Source: an optimization exercise on an open RTL-to-GDS flow (aim: small area, a short achievable clock period and few clock cycles per item). Production flows keep margins and buffers that such runs may drop.
In this exercise RTL edits were held to simulation tests only and were not proved equivalent to the original.

--- run.sh ---
#!/bin/bash
# synth_recipe.tcl (not shown) runs the flow's synth.tcl, then flattens the netlist and writes it again
# the make line also repeats each setting of config.mk as NAME=value (left out here)
make -C /OpenROAD-flow-scripts/flow DESIGN_CONFIG=/design/flow/config.mk WORK_HOME=/design/flow/orfs CLKGATE_MAP_FILE= SYNTH_SCRIPT=/design/flow/synth_recipe.tcl finish
--- config.mk ---
export PLATFORM = sky130hd
export DESIGN_NAME = frame_codec
export DESIGN_NICKNAME = frame_codec
export VERILOG_FILES = /design/flow/design.v
export SDC_FILE = /design/flow/constraint.sdc
export NUM_CORES = 4
export LEC_CHECK = 0
export CAP_MARGIN = 40
export CORE_MARGIN = 2
export CORE_UTILIZATION = 30
export SLEW_MARGIN = 50
--- constraint.sdc ---
create_clock -name core_clock -period 60.0 [get_ports {clk}]
set_input_delay 12.0000 -clock core_clock [delete_from_list [all_inputs] [get_ports {clk}]]
set_output_delay 12.0000 -clock core_clock [all_outputs]
set_load 0.01 [all_outputs]
--- design.v ---
module fc_sat16 (
    input  wire [31:0] b,
    input  wire [1:0]  qty,
    output reg  [15:0] q,
    output reg         sat,
    output reg         nan
);
    localparam [1:0] POS = 2'd0, VEL = 2'd1, ACC = 2'd2, TQE = 2'd3;
    wire        s = b[31];
    wire [7:0]  e = b[30:23];
    wire [22:0] m = b[22:0];
    reg  [7:0]  k;
    reg  [2:0]  p;
    always @* begin
        case (qty)
            POS:     begin k = 8'd250; p = 3'd0; end
            VEL:     begin k = 8'd125; p = 3'd5; end
            ACC:     begin k = 8'd125; p = 3'd3; end
            default: begin k = 8'd25;  p = 3'd3; end
        endcase
    end
    wire [23:0] mant = (e == 8'd0) ? {1'b0, m} : {1'b1, m};
    wire signed [9:0] exp2 = (e == 8'd0) ? -10'sd149 : ($signed({2'b00, e}) - 10'sd150);
    wire signed [9:0] sh = exp2 + $signed({7'd0, p});
    wire [31:0] prod = mant * k;
    reg  [19:0] t;
    reg         big;
    reg  [51:0] wide;
    reg  [9:0]  rs;
    always @* begin
        big  = 1'b0;
        t    = 20'd0;
        wide = 52'd0;
        rs   = 10'd0;
        if (sh >= 0) begin
            if (sh >= 20) begin
                big = (prod != 32'd0);
            end else begin
                wide = {20'd0, prod} << sh[4:0];
                big  = (wide[51:20] != 32'd0);
                t    = wide[19:0];
            end
        end else begin
            rs = -sh;
            if (rs < 10'd32) begin
                wide = {20'd0, prod} >> rs[4:0];
                big  = (wide[51:20] != 32'd0);
                t    = wide[19:0];
            end
        end
    end
    wire [19:0] mag = (qty == POS) ? (t / 20'd9) : t;
    always @* begin
        nan = 1'b0;
        sat = 1'b0;
        q   = 16'd0;
        if (e == 8'hFF && m != 23'd0) begin
            nan = 1'b1;
        end else if (e == 8'hFF || big) begin
            sat = 1'b1;
            q   = s ? ((qty == POS) ? 16'h8001 : 16'h8000) : 16'h7FFF;
        end else if (!s) begin
            if (mag > 20'd32767) begin
                sat = 1'b1;
                q   = 16'h7FFF;
            end else begin
                q   = mag[15:0];
            end
        end else begin
            if (qty == POS && mag > 20'd32767) begin
                sat = 1'b1;
                q   = 16'h8001;
            end else if (mag > 20'd32768) begin
                sat = 1'b1;
                q   = 16'h8000;
            end else begin
                q   = 16'd0 - mag[15:0];
            end
        end
    end
endmodule
module fc_descale (
    input  wire [15:0] qin,
    input  wire [1:0]  qty,
    output reg  [31:0] f
);
    localparam [1:0] POS = 2'd0, VEL = 2'd1, ACC = 2'd2, TQE = 2'd3;
    reg  [3:0] n;
    reg  [6:0] d;
    reg  [2:0] p;
    always @* begin
        case (qty)
            POS:     begin n = 4'd9; d = 7'd125; p = 3'd1; end
            VEL:     begin n = 4'd1; d = 7'd125; p = 3'd5; end
            ACC:     begin n = 4'd1; d = 7'd125; p = 3'd3; end
            default: begin n = 4'd1; d = 7'd25;  p = 3'd3; end
        endcase
    end
    wire        s = qin[15];
    wire [16:0] a = s ? (17'd0 - {1'b1, qin}) : {1'b0, qin};
    wire [18:0] x = a * n;
    reg  [4:0]  lz;
    integer     i;
    always @* begin
        lz = 5'd0;
        for (i = 0; i <= 18; i = i + 1)
            if (x[i]) lz = 5'd18 - i[4:0];
    end
    wire [18:0] xn = x << lz;
    wire [32:0] num = {xn, 14'd0};
    wire [32:0] quo = num / {26'd0, d};
    wire [32:0] rem = num % {26'd0, d};
    reg  [4:0]  msb;
    reg  [23:0] sig;
    reg         guard;
    reg         sticky;
    reg  [24:0] rnd;
    reg  [7:0]  bexp;
    always @* begin
        msb = 5'd25;
        for (i = 25; i <= 28; i = i + 1)
            if (quo[i]) msb = i[4:0];
        sig    = quo[msb -: 24];
        guard  = quo[msb - 5'd24];
        sticky = (rem != 33'd0);
        for (i = 0; i <= 3; i = i + 1)
            if (i < msb - 5'd24) sticky = sticky | quo[i];
        rnd  = {1'b0, sig} + {24'd0, guard & (sticky | sig[0])};
        bexp = 8'd127 + {3'd0, msb} - 8'd14 - {3'd0, lz} - {5'd0, p};
        if (rnd[24]) begin
            bexp = bexp + 8'd1;
            rnd  = rnd >> 1;
        end
        if (a == 17'd0)
            f = 32'd0;
        else
            f = {s, bexp, rnd[22:0]};
    end
endmodule
module frame_codec (
    input  wire        clk,
    input  wire        rst,
    input  wire        bus_valid,
    input  wire        bus_we,
    input  wire [7:0]  bus_addr,
    input  wire [31:0] bus_wdata,
    output wire        bus_ready,
    output reg  [31:0] bus_rdata
);
    localparam [7:0] A_CMD = 8'h00, A_OPA = 8'h04, A_OPB = 8'h08, A_OPC = 8'h0C,
                     A_PIN0 = 8'h10, A_PIN1 = 8'h14, A_PLEN = 8'h18,
                     A_RES0 = 8'h20, A_RES1 = 8'h24, A_RES2 = 8'h28,
                     A_POUT0 = 8'h30, A_POUT1 = 8'h34, A_ARB = 8'h38,
                     A_DLC = 8'h3C, A_STATUS = 8'h40;
    localparam [3:0] OP_SCALE = 4'h1, OP_DESCALE = 4'h2, OP_ENC_STREAM = 4'h3,
                     OP_ENC_MODE = 4'h4, OP_ENC_REGW = 4'h5, OP_ENC_PING = 4'h6,
                     OP_DEC_STREAM = 4'h7, OP_DEC_DISC = 4'h8;
    localparam [3:0] E_NONE = 4'h0, E_ILLEGAL_OP = 4'h1, E_RSV_FIELD = 4'h2,
                     E_BAD_LEN = 4'h3;
    reg  [31:0] cmd, opa, opb, opc, pin0, pin1;
    reg  [3:0]  plen;
    reg  [31:0] res0, res1, res2, pout0, pout1, arb;
    reg  [3:0]  dlc;
    reg  [31:0] status;
    reg         busy;
    assign bus_ready = ~busy;
    wire acc_wr = bus_valid & bus_ready & bus_we;
    wire [3:0] op  = cmd[3:0];
    wire [1:0] qty = cmd[5:4];
    wire       vo  = cmd[6];
    wire       raw = cmd[7];
    wire       ft  = cmd[8];
    wire [7:0] imm = cmd[23:16];
    wire [7:0] mid = cmd[31:24];
    reg [31:0] zmask;
    always @* begin
        case (op)
            OP_SCALE, OP_DESCALE:        zmask = 32'hFFFFFFC0;
            OP_ENC_STREAM:               zmask = 32'hFFFFFE30;
            OP_ENC_MODE, OP_ENC_REGW:    zmask = 32'h0000FFF0;
            OP_ENC_PING:                 zmask = 32'h00FFFFF0;
            default:                     zmask = 32'hFFFFFFF0;
        endcase
    end
    wire illegal = (op == 4'h0) || (op > OP_DEC_DISC);
    wire rsv     = (cmd & zmask) != 32'd0;
    wire badlen  = ((op == OP_DEC_STREAM) || (op == OP_DEC_DISC)) && (plen > 4'd8);
    wire [3:0] err = illegal ? E_ILLEGAL_OP :
                     rsv     ? E_RSV_FIELD  :
                     badlen  ? E_BAD_LEN    : E_NONE;
    wire [15:0] sq0, sq1, sq2;
    wire        ss0, ss1, ss2, sn0, sn1, sn2;
    fc_sat16 u_sat0 (.b(opa), .qty((op == OP_SCALE) ? qty : 2'd0), .q(sq0), .sat(ss0), .nan(sn0));
    fc_sat16 u_sat1 (.b(opb), .qty(2'd1),                           .q(sq1), .sat(ss1), .nan(sn1));
    fc_sat16 u_sat2 (.b(opc), .qty(ft ? 2'd2 : 2'd3),               .q(sq2), .sat(ss2), .nan(sn2));
    wire [31:0] dq;
    fc_descale u_desc (.qin(opa[15:0]), .qty(qty), .f(dq));
    reg [31:0] n_res0, n_res1, n_res2, n_pout0, n_pout1, n_arb;
    reg [3:0]  n_dlc;
    reg [15:0] flags;
    reg [15:0] f0, f1, f2;
    reg        name_v, hw_v;
    always @* begin
        n_res0  = 32'd0;
        n_res1  = 32'd0;
        n_res2  = 32'd0;
        n_pout0 = 32'd0;
        n_pout1 = 32'd0;
        n_arb   = 32'd0;
        n_dlc   = 4'd0;
        flags   = 16'd0;
        f0      = 16'd0;
        f1      = 16'd0;
        f2      = 16'd0;
        name_v  = 1'b0;
        hw_v    = 1'b0;
        case (op)
            OP_SCALE: begin
                n_res0   = {{16{sq0[15]}}, sq0};
                flags[0] = ss0;
                flags[4] = sn0;
            end
            OP_DESCALE: begin
                n_res0 = dq;
            end
            OP_ENC_STREAM: begin
                if (vo) begin
                    f0 = 16'h8000;
                end else if (raw) begin
                    f0 = opa[15:0];
                end else begin
                    f0       = sq0;
                    flags[0] = ss0;
                    flags[4] = sn0;
                end
                if (raw) begin
                    f1 = opb[15:0];
                    f2 = opc[15:0];
                end else begin
                    f1       = sq1;
                    f2       = sq2;
                    flags[1] = ss1;
                    flags[2] = ss2;
                    flags[5] = sn1;
                    flags[6] = sn2;
                end
                flags[8] = (f0 == 16'h8000);
                n_res0   = {{16{f0[15]}}, f0};
                n_res1   = {{16{f1[15]}}, f1};
                n_res2   = {{16{f2[15]}}, f2};
                n_pout0  = {f1, f0};
                n_pout1  = {16'h5050, f2};
                n_arb    = ft ? 32'h000000AD : 32'h00000090;
                n_dlc    = 4'd8;
            end
            OP_ENC_MODE: begin
                n_pout0 = {8'h50, imm, 8'h00, 8'h01};
                n_pout1 = 32'h50505050;
                n_arb   = {24'd0, mid};
                n_dlc   = 4'd8;
            end
            OP_ENC_REGW: begin
                n_pout0 = {opa[15:0], imm, 8'h0D};
                n_pout1 = {16'h5050, opa[31:16]};
                n_arb   = {24'd0, mid};
                n_dlc   = 4'd8;
            end
            OP_ENC_PING: begin
                n_pout0 = 32'h50500011;
                n_pout1 = 32'h50505050;
                n_arb   = {16'h8000, 8'h80, mid};
                n_dlc   = 4'd8;
            end
            OP_DEC_STREAM: begin
                n_res0    = {{16{pin0[15]}}, pin0[15:0]};
                n_res1    = {{16{pin0[31]}}, pin0[31:16]};
                n_res2    = {{16{pin1[15]}}, pin1[15:0]};
                flags[8]  = (pin0[15:0] == 16'h8000);
                flags[9]  = (pin1[31:16] == 16'h5050);
                flags[10] = (plen == 4'd8);
            end
            OP_DEC_DISC: begin
                name_v    = (plen >= 4'd4) && (pin0[7:0] == 8'h51);
                hw_v      = (plen >= 4'd8);
                n_res0    = name_v ? {8'h00, pin0[31:8]} : 32'd0;
                n_res1    = hw_v ? pin1 : 32'd0;
                flags[12] = name_v;
                flags[13] = hw_v;
            end
            default: ;
        endcase
    end
    always @(posedge clk) begin
        if (rst) begin
            cmd    <= 32'd0;
            opa    <= 32'd0;
            opb    <= 32'd0;
            opc    <= 32'd0;
            pin0   <= 32'd0;
            pin1   <= 32'd0;
            plen   <= 4'd0;
            res0   <= 32'd0;
            res1   <= 32'd0;
            res2   <= 32'd0;
            pout0  <= 32'd0;
            pout1  <= 32'd0;
            arb    <= 32'd0;
            dlc    <= 4'd0;
            status <= 32'd0;
            busy   <= 1'b0;
        end else if (busy) begin
            busy <= 1'b0;
            if (err != E_NONE) begin
                status <= {12'h800, err, 16'h0000};
            end else begin
                res0   <= n_res0;
                res1   <= n_res1;
                res2   <= n_res2;
                pout0  <= n_pout0;
                pout1  <= n_pout1;
                arb    <= n_arb;
                dlc    <= n_dlc;
                status <= {16'h8000, flags};
            end
        end else if (acc_wr) begin
            case (bus_addr)
                A_CMD:  begin cmd <= bus_wdata; busy <= 1'b1; end
                A_OPA:  opa  <= bus_wdata;
                A_OPB:  opb  <= bus_wdata;
                A_OPC:  opc  <= bus_wdata;
                A_PIN0: pin0 <= bus_wdata;
                A_PIN1: pin1 <= bus_wdata;
                A_PLEN: plen <= bus_wdata[3:0];
                default: ;
            endcase
        end
    end
    always @* begin
        case (bus_addr)
            A_CMD:    bus_rdata = cmd;
            A_OPA:    bus_rdata = opa;
            A_OPB:    bus_rdata = opb;
            A_OPC:    bus_rdata = opc;
            A_PIN0:   bus_rdata = pin0;
            A_PIN1:   bus_rdata = pin1;
            A_PLEN:   bus_rdata = {28'd0, plen};
            A_RES0:   bus_rdata = res0;
            A_RES1:   bus_rdata = res1;
            A_RES2:   bus_rdata = res2;
            A_POUT0:  bus_rdata = pout0;
            A_POUT1:  bus_rdata = pout1;
            A_ARB:    bus_rdata = arb;
            A_DLC:    bus_rdata = {28'd0, dlc};
            A_STATUS: bus_rdata = status;
            default:  bus_rdata = 32'd0;
        endcase
    end
endmodule
==> summary.md <==
| Metric | Value |
|---|---|
| Final Hold Viols | `0` |
| Critical Path Source Type | `flop` |
| Max Buffers Root-to-Sink | `3` |
| Final WL | `287000 µm` |
| Yosys cell types | `147` |
| Area Growth Syn to Fin | `10.6%` |
| DR vias/cell | `5.95` |
| Skew-Pair Late Insertion Delay | `0.57 ns` |
| Worst slack, placed | `-0.692 ns` |
| Fin nets | `10646` |
| #FFs+latches synth | `350` |
| Core Rows | `176` |
| Clk pin slew, worst setup/hold paths | `0.06 ns` |
| Drc violations | `0` |
| Max-slew headroom | `37.4%` |
| Post-synth top flop | `dfxtp_1` |
| Global route total overflow | `0` |
| Critical Path End Type | `flop` |
| Worst slew pin tran | `0.939 ns` |
| CTS Buf Count | `40` |
| Vias in the first global route | `70957` |
| CP delay by family, top | `simple AND/OR/NAND/NOR gates` |
| Gpl congestion | `1.04` |
| Number of flops mapped to enable cells by yosys | `0` |
| Yosys warnings | `3` |
| Critical path arrival | `56.90 ns` |
| Drt pass-1 iters | `9` |
| Number of fill cells | `24898` |
| Fin Hold WS | `0.457 ns` |
| H-tree depth | `2` |
| Max-cap violations | `0` |
| Crit share post-route | `94.1%` |
| Syn Inst Count | `9983` |
| Worst setup margin | `3.51 ns` |
| Full die area | `235000 µm²` |
| CTS tree | `built` |
| Top Ports | `77` |
| Design Area, Final | `76800 µm²` |
| Layout Utilization | `33.4%` |
| Total GRT Usage | `23.0%` |
| F_max | `0.0177 GHz` |
| Crit path kind | `reg -> reg` |
| Most frequent cells in the layout | `nand2_1 (1347), a21oi_1 (1034), nor2_1 (942), inv_1 (589), o21ai_0 (400)` |
| TNS Setup | `0 ns` |
| Layout cells sized above 1 | `9.09%` |
| Most common cell after layout, fill and taps aside | `nand2_1` |
| Worst-path maximum fanout | `30` |
| Root Buffer Master | `clkbuf_16` |
| Critical path's slowest cell | `and3_1` |
| Starting Density | `30.2%` |
| DRT iter0 DRCs | `8733` |
| Port Buf Inserts | `76` |
| Worst hold path type | `reg -> reg` |
| Slew Limit Fails | `0` |
| Worst path most repeated cell | `ha_1` |
| Tmin final | `56.49 ns` |
| CP bufs+invs | `24` |
| Initial antenna violation count | `7` |
| DP Area | `74400 µm²` |
| Critical Path RT | `60.41 ns` |
| Vias | `77106` |
| Core area | `230000 µm²` |
| WL per Instance | `22.2 µm` |
| Mean Syn Cell Area | `6.95 µm²` |
| Ys async rst share | `0%` |
| Count of final setup violators | `0` |
| Status | `finished clean` |
| Die width | `485 µm` |
| Largest net degree at the start of global routing | `105` |
| Detail Route Antenna Nets | `0` |
| Sequential area share after synthesis | `10.1%` |
| Cell area after synthesis | `69400 µm²` |
| First-pass GRT wire length | `436000 µm` |
| Dpl hpwl | `221000 µm` |
| Die height | `485 µm` |
| Clock sink count | `350` |
| Crit path largest cell delay | `0.64 ns` |
| Worst Skew | `0.0367 ns` |
[worst register-to-register path, delay by kind of cell, from the launching register on]
| family | cells | cell delay (ns) |
|---|---|---|
| xor gates and xnor gates | 18 | 3.18 |
| muxes | 11 | 2.71 |
| buffers and inverters | 24 | 3.40 |
| AOI/OAI and AO/OA | 72 | 15.54 |
| DFF | 1 | 0.31 |
| and+or+nand+nor | 108 | 21.19 |
| adders and majority gates | 30 | 9.92 |
[layer usage]
layer	wire length, µm	global-route usage, %	part of all wire (%)	vias up
met3	26100	3.76	9.1	769
met4	16500	10.9	5.7	4
met5	44	0	0.015	-
met1	121000	31.0	42	36574
li1	-	-	-	35941
met2	124000	35.8	43	3818
[timing repair]
action | 4_1_cts | 5_1_grt
buffers inserted | 3 | 48
setup endpoints to repair | 31 | 31
cloned | 1 | 2
hold buffers | 0 | 0
pin swaps | 2 | 31
gates resized for setup | 8 | 116
[cell usage after synthesis, types with 54 or more instances]
library cell	instances	area, µm²
a211oi_1	144	1080
a21o_1	97	728
a21oi_1	1046	5240
a221oi_1	88	771
a22o_1	55	482
a22oi_1	126	946
a31oi_1	122	763
and2_1	151	945
and3_1	99	619
buf_1	57	214
buf_2	64	320
clkbuf_1	407	1530
dfxtp_1	350	7010
fa_1	310	6210
ha_1	398	4980
inv_1	594	2230
mux2_2	55	619
mux2i_1	230	2300
nand2_1	1357	5090
nand2b_1	84	526
nand3_1	257	1290
nand4_1	125	782
nor2_1	973	3650
nor2b_1	62	388
nor3_1	258	1290
nor4_1	100	626
o211ai_1	86	646
o21ai_0	410	2050
o21ai_1	82	410
o21bai_1	89	668
o22ai_1	74	463
o31ai_1	54	405
or3_1	84	526
xnor2_1	355	3110
xor2_1	146	1280
[through the flow]
| stage | std cells |
|---|---|
| 2_1_floorplan | 9985 |
| 3_3_place_gp | 12813 |
| 3_5_place_dp | 12821 |
| 4_1_cts | 12893 |
| 5_1_grt | 12947 |
| 6_report | 12949 |
[final timing paths]
path / startpoint / to / slack (ns) / cells past startpoint
hold / removal: pout1[6] / pout1[6] / 0.46 / 2
setup reg to reg: opa[1] / res0[20] / 3.51 / 263
hold reg to reg: pout1[6] / pout1[6] / 0.46 / 2
setup / recovery: opa[1] / res0[20] / 3.51 / 263
[cell families after synthesis]
kind of cell	Yosys count	share of synthesized area, %
xor gates and xnor gates	502	6.34
and+or+nand+nor	3877	26.8
DFF	350	10.1
muxes	303	4.63
adders and majority gates	715	16.2
AOI/OAI and AO/OA	3071	29.4
buffers and inverters	1163	6.53
other	2	0.0108
[final cells by class]
cell class                      count  area [µm²]  area share [%]
Antenna cell                        3        7.51         0.00978
Clock buffer                       58        1150            1.50
Inverter                          613        2310            3.01
Clock inverter                     10        67.6          0.0880
Timing Repair Buffer              414        3310            4.32
Tap cell                         3026        3790            4.93
Multi-Input combinational cell   8475       59100            77.0
Sequential cell                   350        7020            9.15
[registers in the layout, indices dropped and copies added, names as in the netlist, 32 cells and up]
| name | count |
|---|---|
| opc | 32 |
| cmd | 32 |
| res1 | 32 |
| opa | 32 |
| res0 | 32 |
| pin1 | 32 |
| pin0 | 32 |
| opb | 32 |
| pout0 | 32 |
Testbench counts, summed over its fixed seeds: cycles 36,793, commands 4,800.

## afterwards: timing with drivers on the ports
The results above use ideal ports. As a check the final layout listed here was re-extracted and re-timed, cells and wires unchanged. Step 1: set_driving_cell puts a clkbuf_16 on clk and a buf_2 on each other input, an assumption about the parent block. Step 2 times the ports against the registers' clock, not the clock port: input delays grow and output delays shrink by t, the midpoint of the rising clock arrivals with the driver on. Three values: no drivers, after step 1, after step 2; two values: the first two.
t (ns): 0.615
slack for setup (ns): 3.513 / 3.513 / 3.513
worst hold slack (ns): 0.457 / 0.457 / 0.457
worst data-port slew with drivers (ns): 0.05
After both steps setup and hold are still met in this run. The setup slack of this run moves by 0.000 ns with the drivers and by 0.000 ns with both steps.
